Context: an optimization exercise on an open-source flow, tuned for small area. The choices shown serve that exercise and are no tape-out recipe. In this exercise RTL edits were held to simulation tests only and were not proved equivalent to the original.

==> flow/design.v <==
module modbus_slave (
    input  wire        clk,
    input  wire        rst,
    input  wire        start,
    input  wire [15:0] cfg_nb_reg,
    input  wire [7:0]  cfg_slave_addr,
    output wire        busy,
    output reg         done,
    output wire [15:0] status,
    input  wire        tick,
    input  wire        rx_valid,
    input  wire [7:0]  rx_data,
    output wire        rx_ready,
    output wire        tx_valid,
    output reg  [7:0]  tx_data,
    input  wire        tx_ready,
    input  wire        tx_idle,
    output wire        de,
    output reg  [15:0] rt_addr,
    output wire        rt_re,
    output wire        rt_we,
    output wire [15:0] rt_wdata,
    input  wire [15:0] rt_rdata,
    output wire        rt_busy
);
    localparam [2:0] C_UNDEFINED  = 3'd7;   
    localparam [2:0] C_ILL_FUNC   = 3'd6;   
    localparam [2:0] C_ILL_ADDR   = 3'd5;   
    localparam [2:0] C_ILL_VALUE  = 3'd4;   
    localparam [2:0] C_NOT_FOR_US = 3'd3;   
    localparam [2:0] C_RX_TIMEOUT = 3'd2;   
    localparam [3:0] S_IDLE   = 4'd0;
    localparam [3:0] S_RX     = 4'd2;
    localparam [3:0] S_FLUSH  = 4'd3;
    localparam [3:0] S_CHECK  = 4'd4;    
    localparam [3:0] S_WRITE  = 4'd5;    
    localparam [3:0] S_TXDE   = 4'd8;    
    localparam [3:0] S_TXHDR  = 4'd9;    
    localparam [3:0] S_RDREQ  = 4'd10;   
    localparam [3:0] S_RDCAP  = 4'd11;   
    localparam [3:0] S_TXHI   = 4'd12;   
    localparam [3:0] S_TXLO   = 4'd13;   
    localparam [3:0] S_TXCRC  = 4'd14;   
    localparam [3:0] S_TXWAIT = 4'd15;   
    function [15:0] crc_byte;
        input [15:0] c;
        input [7:0]  b;
        integer k;
        reg [15:0] t;
        begin
            t = c ^ {8'h00, b};
            for (k = 0; k < 8; k = k + 1)
                t = t[0] ? ((t >> 1) ^ 16'hA001) : (t >> 1);
            crc_byte = t;
        end
    endfunction
    reg [3:0]  state;
    reg [8:0]  idx;           
    reg [4:0]  tcnt;          
    reg        flush_seen;
    reg        is_ucast;
    reg        is_wr;         
    reg        hv;            
    reg [7:0]  hdr_byte;
    reg [2:0]  pcode;         
    reg [15:0] crc;
    reg [15:0] loop_cnt;      
    reg        st_neg;
    reg [8:0]  st_val;
    assign status = st_neg ? {13'h1FFF, st_val[2:0]} : {7'd0, st_val};
    reg [4:0]   rc;                   
    reg [7:0]   hold [0:7];
    reg [255:0] lane [0:7];
    wire [7:0]  head [0:7];
    wire [4:0] rd    = rc - idx[7:3];         
    wire [1:0] pm_b  = rd[4:3] + 2'd1;        
    wire [3:0] en_a  = (rd[2:0] == 3'd0) ? (4'd1 << rd[4:3]) : 4'd0;
    wire [3:0] en_b  = (rd[2:0] == 3'd7) ? (4'd1 << pm_b) : 4'd0;
    wire       st_en = (state == S_RX) && rx_valid;
    genvar q, m;
    generate
        for (q = 0; q < 8; q = q + 1) begin : g_lane
            wire [3:0]   en = (q <= idx[2:0]) ? en_a : en_b;
            wire [255:0] nx;
            assign head[q]  = en[0] ? hold[q] : lane[q][255:248];
            assign nx[7:0]  = head[q];
            for (m = 1; m < 32; m = m + 1) begin : g_st
                if (m % 8 == 0)
                    assign nx[8*m +: 8] = en[m / 8] ? hold[q] : lane[q][8*m-8 +: 8];
                else
                    assign nx[8*m +: 8] = lane[q][8*m-8 +: 8];
            end
            always @(posedge clk) begin
                lane[q] <= nx;
                if (q == 1 && state == S_RDCAP)
                    hold[q] <= rt_rdata[15:8];
                else if (q == 1 && state == S_TXHDR && !hv && row0)
                    hold[q] <= hdr_byte;
                else if (q == 7 && state == S_RDCAP)
                    hold[q] <= rt_rdata[7:0];
                else if (st_en && idx[2:0] == ((q + 7) % 8))
                    hold[q] <= rx_data;
            end
        end
    endgenerate
    wire [7:0]  b0 = hold[1];             
    wire [7:0]  f_b1 = head[2];
    wire [15:0] f_addr  = {head[3], head[4]};
    wire [15:0] f_count = {head[5], head[6]};
    wire        row0 = (rc == 5'd0);
    wire [8:0]  wj     = crc[8:0];
    wire        w_late = wj[8] | (wj[7] & (|wj[6:0]));    
    wire        w_ok   = w_late || (rc == wj[6:2]);
    assign rt_wdata = {head[{wj[1:0], 1'b0}], head[{wj[1:0], 1'b1}]};
    assign busy     = (state != S_IDLE);
    assign rx_ready = (state[3:1] == 3'b001);
    assign de       = state[3];
    wire   txs      = (state == S_TXHDR) || (state == S_TXHI) || (state == S_TXLO) ||
                      (state == S_TXCRC);
    assign tx_valid = txs && ((state != S_TXHDR) || hv);
    assign rt_we    = (state == S_WRITE) && (loop_cnt != 16'd0) && w_ok;
    assign rt_re    = (state == S_RDREQ);
    assign rt_busy  = busy && !rx_ready;
    wire rx_byte = rx_ready && rx_valid;
    wire rx_tick = rx_ready && tick;
    wire tx_fire = tx_valid && tx_ready;
    wire rsp_exc = (pcode != 3'd0);
    always @(*) begin
        case (tcnt[2:0])
            3'd0: hdr_byte = cfg_slave_addr;
            3'd1: hdr_byte = rsp_exc ? (f_b1 | 8'h80) : f_b1;
            3'd2: hdr_byte = rsp_exc ? {6'd0, ~pcode[1:0]} :
                             is_wr   ? head[3] : {head[6][6:0], 1'b0};
            3'd3: hdr_byte = head[4];
            3'd4: hdr_byte = head[5];
            default: hdr_byte = head[6];
        endcase
    end
    wire hdr_last = (!rsp_exc && is_wr) ? (tcnt[2:0] == 3'd5) : (tcnt[2:0] == 3'd2);
    always @(*) begin
        case (state)
            S_TXHDR:  tx_data = hold[1];
            S_TXHI:   tx_data = hold[1];
            S_TXLO:   tx_data = hold[7];
            default:  tx_data = tcnt[0] ? crc[15:8] : crc[7:0];
        endcase
    end
    wire [15:0] crc_nx    = crc_byte(crc, rx_ready ? rx_data : tx_data);
    wire [4:0]  tcnt_next = tcnt + 5'd1;
    reg         pend;
    wire        sub_lo = idx[0];
    wire [7:0]  sub_a  = sub_lo ? rt_addr[7:0] : rt_addr[15:8];
    wire [8:0]  sub    = {1'b0, sub_a} - {1'b0, rx_data} - {8'd0, idx[2] & !sub_lo & pend};
    wire        bfail  = rsp_exc || (pend && rt_addr[15:8] == 8'd0);
    always @(posedge clk) begin
        if (rst)
            rc <= 5'd0;
        else
            rc <= rc + 5'd1;
    end
    always @(posedge clk) begin
        if (rst) begin
            state  <= S_IDLE;
            st_neg <= 1'b0;
            st_val <= 9'd0;
            done   <= 1'b0;
        end else begin
            done <= 1'b0;
            case (state)
            S_IDLE: begin
                if (start) begin
                    rt_addr  <= cfg_nb_reg;    
                    state    <= S_RX;
                    idx      <= 9'd0;
                    loop_cnt <= 16'd16;
                    tcnt     <= 5'd0;
                    pcode    <= 3'd0;
                    crc      <= 16'hFFFF;
                end
            end
            S_RX: begin
                if (rx_byte) begin
                    crc        <= crc_nx;
                    idx        <= idx + 9'd1;
                    loop_cnt   <= loop_cnt - 16'd1;
                    tcnt       <= rx_tick ? 5'd1 : 5'd0;
                    flush_seen <= !rx_tick;
                    if (idx == 9'd1) begin
                        is_ucast <= (b0 != 8'd0);
                        is_wr    <= (rx_data == 8'h10);
                        if (!((b0 == 8'd0) ||
                              ((b0 == cfg_slave_addr) && (cfg_slave_addr <= 8'd247)))) begin
                            pcode <= C_NOT_FOR_US;
                            state <= S_FLUSH;
                        end else if (rx_data != 8'h03 && rx_data != 8'h10) begin
                            pcode <= (b0 != 8'd0) ? C_ILL_FUNC : C_UNDEFINED;
                            state <= S_FLUSH;
                        end
                    end
                    if (idx[8:3] == 6'd0 && (idx[2] ^ idx[1])) begin
                        if (sub_lo) begin
                            rt_addr[7:0] <= sub[7:0];
                            pend         <= sub[8];
                        end else begin
                            rt_addr[15:8] <= sub[7:0];
                            if (sub[8])
                                pcode <= C_ILL_ADDR;
                        end
                    end
                    if (is_wr && idx == 9'd6) begin
                        if (rx_data >= 8'd248) begin
                            pcode <= is_ucast ? C_ILL_VALUE : C_UNDEFINED;
                            state <= S_FLUSH;
                        end
                        loop_cnt <= {8'd0, rx_data};
                    end
                    if (is_wr ? (loop_cnt[8:0] == 9'h1FF) : (idx == 9'd7)) begin
                        if (crc_nx == 16'h0000) begin
                            state <= S_CHECK;
                        end else begin
                            pcode <= C_UNDEFINED;
                            state <= S_FLUSH;
                        end
                    end
                end else if (rx_tick) begin
                    if (tcnt[3:0] == 4'd9) begin
                        st_neg <= 1'b1;
                        st_val <= {6'd0, C_RX_TIMEOUT};
                        done   <= 1'b1;
                        state  <= S_IDLE;
                    end else begin
                        tcnt <= tcnt_next;
                    end
                end
            end
            S_FLUSH: begin
                if (rx_tick) begin
                    tcnt <= tcnt_next;
                    if ((!flush_seen && !rx_byte) || tcnt_next == 5'd30) begin
                        if (pcode[2] && !pcode[0]) begin
                            state <= S_TXDE;
                        end else begin
                            st_neg <= 1'b1;
                            st_val <= {6'd0, pcode};
                            done   <= 1'b1;
                            state  <= S_IDLE;
                        end
                    end else begin
                        flush_seen <= 1'b0;
                    end
                end else if (rx_byte) begin
                    flush_seen <= 1'b1;
                end
            end
            S_CHECK: begin
                if (row0) begin
                    rt_addr  <= f_addr;
                    loop_cnt <= f_count;
                    crc[8:0] <= 9'd4;
                    if (bfail) begin
                        pcode <= C_ILL_ADDR;
                        if (is_ucast) begin
                            state <= S_TXDE;
                        end else begin
                            st_neg <= 1'b1;
                            st_val <= {6'd0, C_ILL_ADDR};
                            done   <= 1'b1;
                            state  <= S_IDLE;
                        end
                    end else if (is_wr) begin
                        state <= S_WRITE;
                    end else if (is_ucast) begin
                        state <= S_TXDE;
                    end else begin
                        st_neg <= 1'b0;
                        st_val <= idx;
                        done   <= 1'b1;
                        state  <= S_IDLE;
                    end
                end
            end
            S_WRITE: begin
                if (loop_cnt != 16'd0) begin
                    if (w_ok) begin
                        loop_cnt <= loop_cnt - 16'd1;
                        rt_addr  <= rt_addr + 16'd1;
                        crc[8:0] <= wj + 9'd1;
                    end
                end else if (is_ucast) begin
                    state <= S_TXDE;
                end else begin
                    st_neg <= 1'b0;
                    st_val <= idx;
                    done   <= 1'b1;
                    state  <= S_IDLE;
                end
            end
            S_TXDE: begin
                crc   <= 16'hFFFF;
                tcnt  <= 5'd0;
                hv    <= 1'b0;
                state <= S_TXHDR;
            end
            S_TXHDR: begin
                if (!hv) begin
                    if (row0)
                        hv <= 1'b1;
                end else if (tx_fire) begin
                    hv   <= 1'b0;
                    crc  <= crc_nx;
                    tcnt <= tcnt_next;
                    if (hdr_last) begin
                        tcnt <= 5'd0;
                        if (!rsp_exc && !is_wr && loop_cnt != 16'd0)
                            state <= S_RDREQ;
                        else
                            state <= S_TXCRC;
                    end
                end
            end
            S_RDREQ: begin
                state <= S_RDCAP;
            end
            S_RDCAP: begin
                rt_addr  <= rt_addr + 16'd1;
                loop_cnt <= loop_cnt - 16'd1;
                state    <= S_TXHI;
            end
            S_TXHI: begin
                if (tx_fire) begin
                    crc   <= crc_nx;
                    state <= S_TXLO;
                end
            end
            S_TXLO: begin
                if (tx_fire) begin
                    crc   <= crc_nx;
                    state <= (loop_cnt != 16'd0) ? S_RDREQ : S_TXCRC;
                end
            end
            S_TXCRC: begin
                if (tx_fire) begin
                    tcnt <= 5'd1;
                    if (tcnt[0])
                        state <= S_TXWAIT;
                end
            end
            S_TXWAIT: begin
                if (tx_idle) begin
                    st_neg <= rsp_exc;
                    st_val <= rsp_exc ? {6'd0, pcode} : idx;
                    done   <= 1'b1;
                    state  <= S_IDLE;
                end
            end
            default: state <= S_IDLE;
            endcase
        end
    end
endmodule
==> flow/config.mk <==
export PLATFORM = sky130hd
export DESIGN_NAME = modbus_slave
export DESIGN_NICKNAME = modbus_slave
export VERILOG_FILES = /design/flow/design.v
export SDC_FILE = /design/flow/constraint.sdc
export NUM_CORES = 4
export LEC_CHECK = 0
export CAP_MARGIN = 20
export CORE_MARGIN = 2
export CORE_UTILIZATION = 55
export SLEW_MARGIN = 20
==> flow/constraint.sdc <==
create_clock -name core_clock -period 10.0 [get_ports {clk}]
set_input_delay 2.0000 -clock core_clock [delete_from_list [all_inputs] [get_ports {clk}]]
set_output_delay 2.0000 -clock core_clock [all_outputs]
set_load 0.01 [all_outputs]
standard.sh (not shown) runs the stock make flow with config.mk's settings and CLKGATE_MAP_FILE= SYNTH_SCRIPT=/design/flow/synth_recipe.tcl, a recipe that flattens the netlist after the stock synthesis.
==> flow/flow/run.sh <==
#!/bin/bash
# Standard layout, with two changes: clock tree synthesis without dummy
# loads, with clkbuf_8 leaf clusters and clkbuf_4 tree buffers, and
# unit-size port buffers.
export CTS_ARGS="-sink_clustering_enable -repair_clock_nets -dont_use_dummy_load -sink_clustering_size 20 -sink_clustering_max_diameter 60 -buf_list sky130_fd_sc_hd__clkbuf_8 -tree_buf sky130_fd_sc_hd__clkbuf_4"
export BUFFER_PORTS_ARGS="-buffer_cell sky130_fd_sc_hd__buf_1"
bash standard.sh > standard.log 2>&1
rc=$?
tail -20 standard.log
exit $rc
Change:
--- a/flow/design.v
+++ b/flow/design.v
@@ -69,27 +69,30 @@
     reg [8:0]  st_val;
     assign status = st_neg ? {13'h1FFF, st_val[2:0]} : {7'd0, st_val};
     reg [4:0]   rc;                   
     reg [7:0]   hold [0:7];
     reg [255:0] lane [0:7];
     wire [7:0]  head [0:7];
+    wire        row0 = (rc == 5'd0);
     wire [4:0] rd    = rc - idx[7:3];         
     wire [1:0] pm_b  = rd[4:3] + 2'd1;        
     wire [3:0] en_a  = (rd[2:0] == 3'd0) ? (4'd1 << rd[4:3]) : 4'd0;
     wire [3:0] en_b  = (rd[2:0] == 3'd7) ? (4'd1 << pm_b) : 4'd0;
     wire       st_en = (state == S_RX) && rx_valid;
     genvar q, m;
     generate
         for (q = 0; q < 8; q = q + 1) begin : g_lane
             wire [3:0]   en = (q <= idx[2:0]) ? en_a : en_b;
             wire [255:0] nx;
             assign head[q]  = en[0] ? hold[q] : lane[q][255:248];
-            assign nx[7:0]  = head[q];
+            assign nx[7:0]  = ~head[q];
             for (m = 1; m < 32; m = m + 1) begin : g_st
-                if (m % 8 == 0)
-                    assign nx[8*m +: 8] = en[m / 8] ? hold[q] : lane[q][8*m-8 +: 8];
+                if (m == 8 || m == 24)
+                    assign nx[8*m +: 8] = en[m / 8] ? hold[q] : ~lane[q][8*m-8 +: 8];
+                else if (m == 16)
+                    assign nx[8*m +: 8] = ~(en[m / 8] ? hold[q] : lane[q][8*m-8 +: 8]);
                 else
                     assign nx[8*m +: 8] = lane[q][8*m-8 +: 8];
             end
             always @(posedge clk) begin
                 lane[q] <= nx;
                 if (q == 1 && state == S_RDCAP)
@@ -104,26 +107,26 @@
         end
     endgenerate
     wire [7:0]  b0 = hold[1];             
     wire [7:0]  f_b1 = head[2];
     wire [15:0] f_addr  = {head[3], head[4]};
     wire [15:0] f_count = {head[5], head[6]};
-    wire        row0 = (rc == 5'd0);
     wire [8:0]  wj     = crc[8:0];
     wire        w_late = wj[8] | (wj[7] & (|wj[6:0]));    
     wire        w_ok   = w_late || (rc == wj[6:2]);
     assign rt_wdata = {head[{wj[1:0], 1'b0}], head[{wj[1:0], 1'b1}]};
     assign busy     = (state != S_IDLE);
     assign rx_ready = (state[3:1] == 3'b001);
     assign de       = state[3];
     wire   txs      = (state == S_TXHDR) || (state == S_TXHI) || (state == S_TXLO) ||
                       (state == S_TXCRC);
     assign tx_valid = txs && ((state != S_TXHDR) || hv);
     assign rt_we    = (state == S_WRITE) && (loop_cnt != 16'd0) && w_ok;
     assign rt_re    = (state == S_RDREQ);
-    assign rt_busy  = busy && !rx_ready;
+    assign rt_busy  = (state == S_WRITE) || (state == S_RDREQ) || (state == S_RDCAP) ||
+                      (state == S_TXHI) || (state == S_TXLO);
     wire rx_byte = rx_ready && rx_valid;
     wire rx_tick = rx_ready && tick;
     wire tx_fire = tx_valid && tx_ready;
     wire rsp_exc = (pcode != 3'd0);
     always @(*) begin
         case (tcnt[2:0])
Design area drops by 0.94%.
First-iteration DRC count drops by 11%.
Wire length drops by 3.5%.
Maximum frequency drops by 1.3%.
Clock skew climbs by 0.022 ns.

separate check: timing with driven ports:
The flow's constraints put no driver on any port. The routed layouts listed below were extracted and timed again, unchanged, in two steps.
Step 1 (the two cells are an assumption about what drives the block):
set clk [get_ports {clk}]
set_driving_cell -lib_cell sky130_fd_sc_hd__clkbuf_16 $clk
set_driving_cell -lib_cell sky130_fd_sc_hd__buf_2 [delete_from_list [all_inputs] $clk]
Step 2 moves the port delays by t, midway between the first and last clock arrival at a register: inputs arrive t later, outputs are due t later. That takes back most of the time a late clock gives input paths.
Three values: no drivers, after step 1, after step 2; two values: the first two.
run | t (ns) | setup WS [ns] | cell pins on the clock port's net
the first run | 0.922 | 2.232 / 2.165 / 3.087 | 1
the second run | 0.912 | 2.132 / 2.066 / 2.979 | 1
After both steps setup and hold are still met in every run listed.
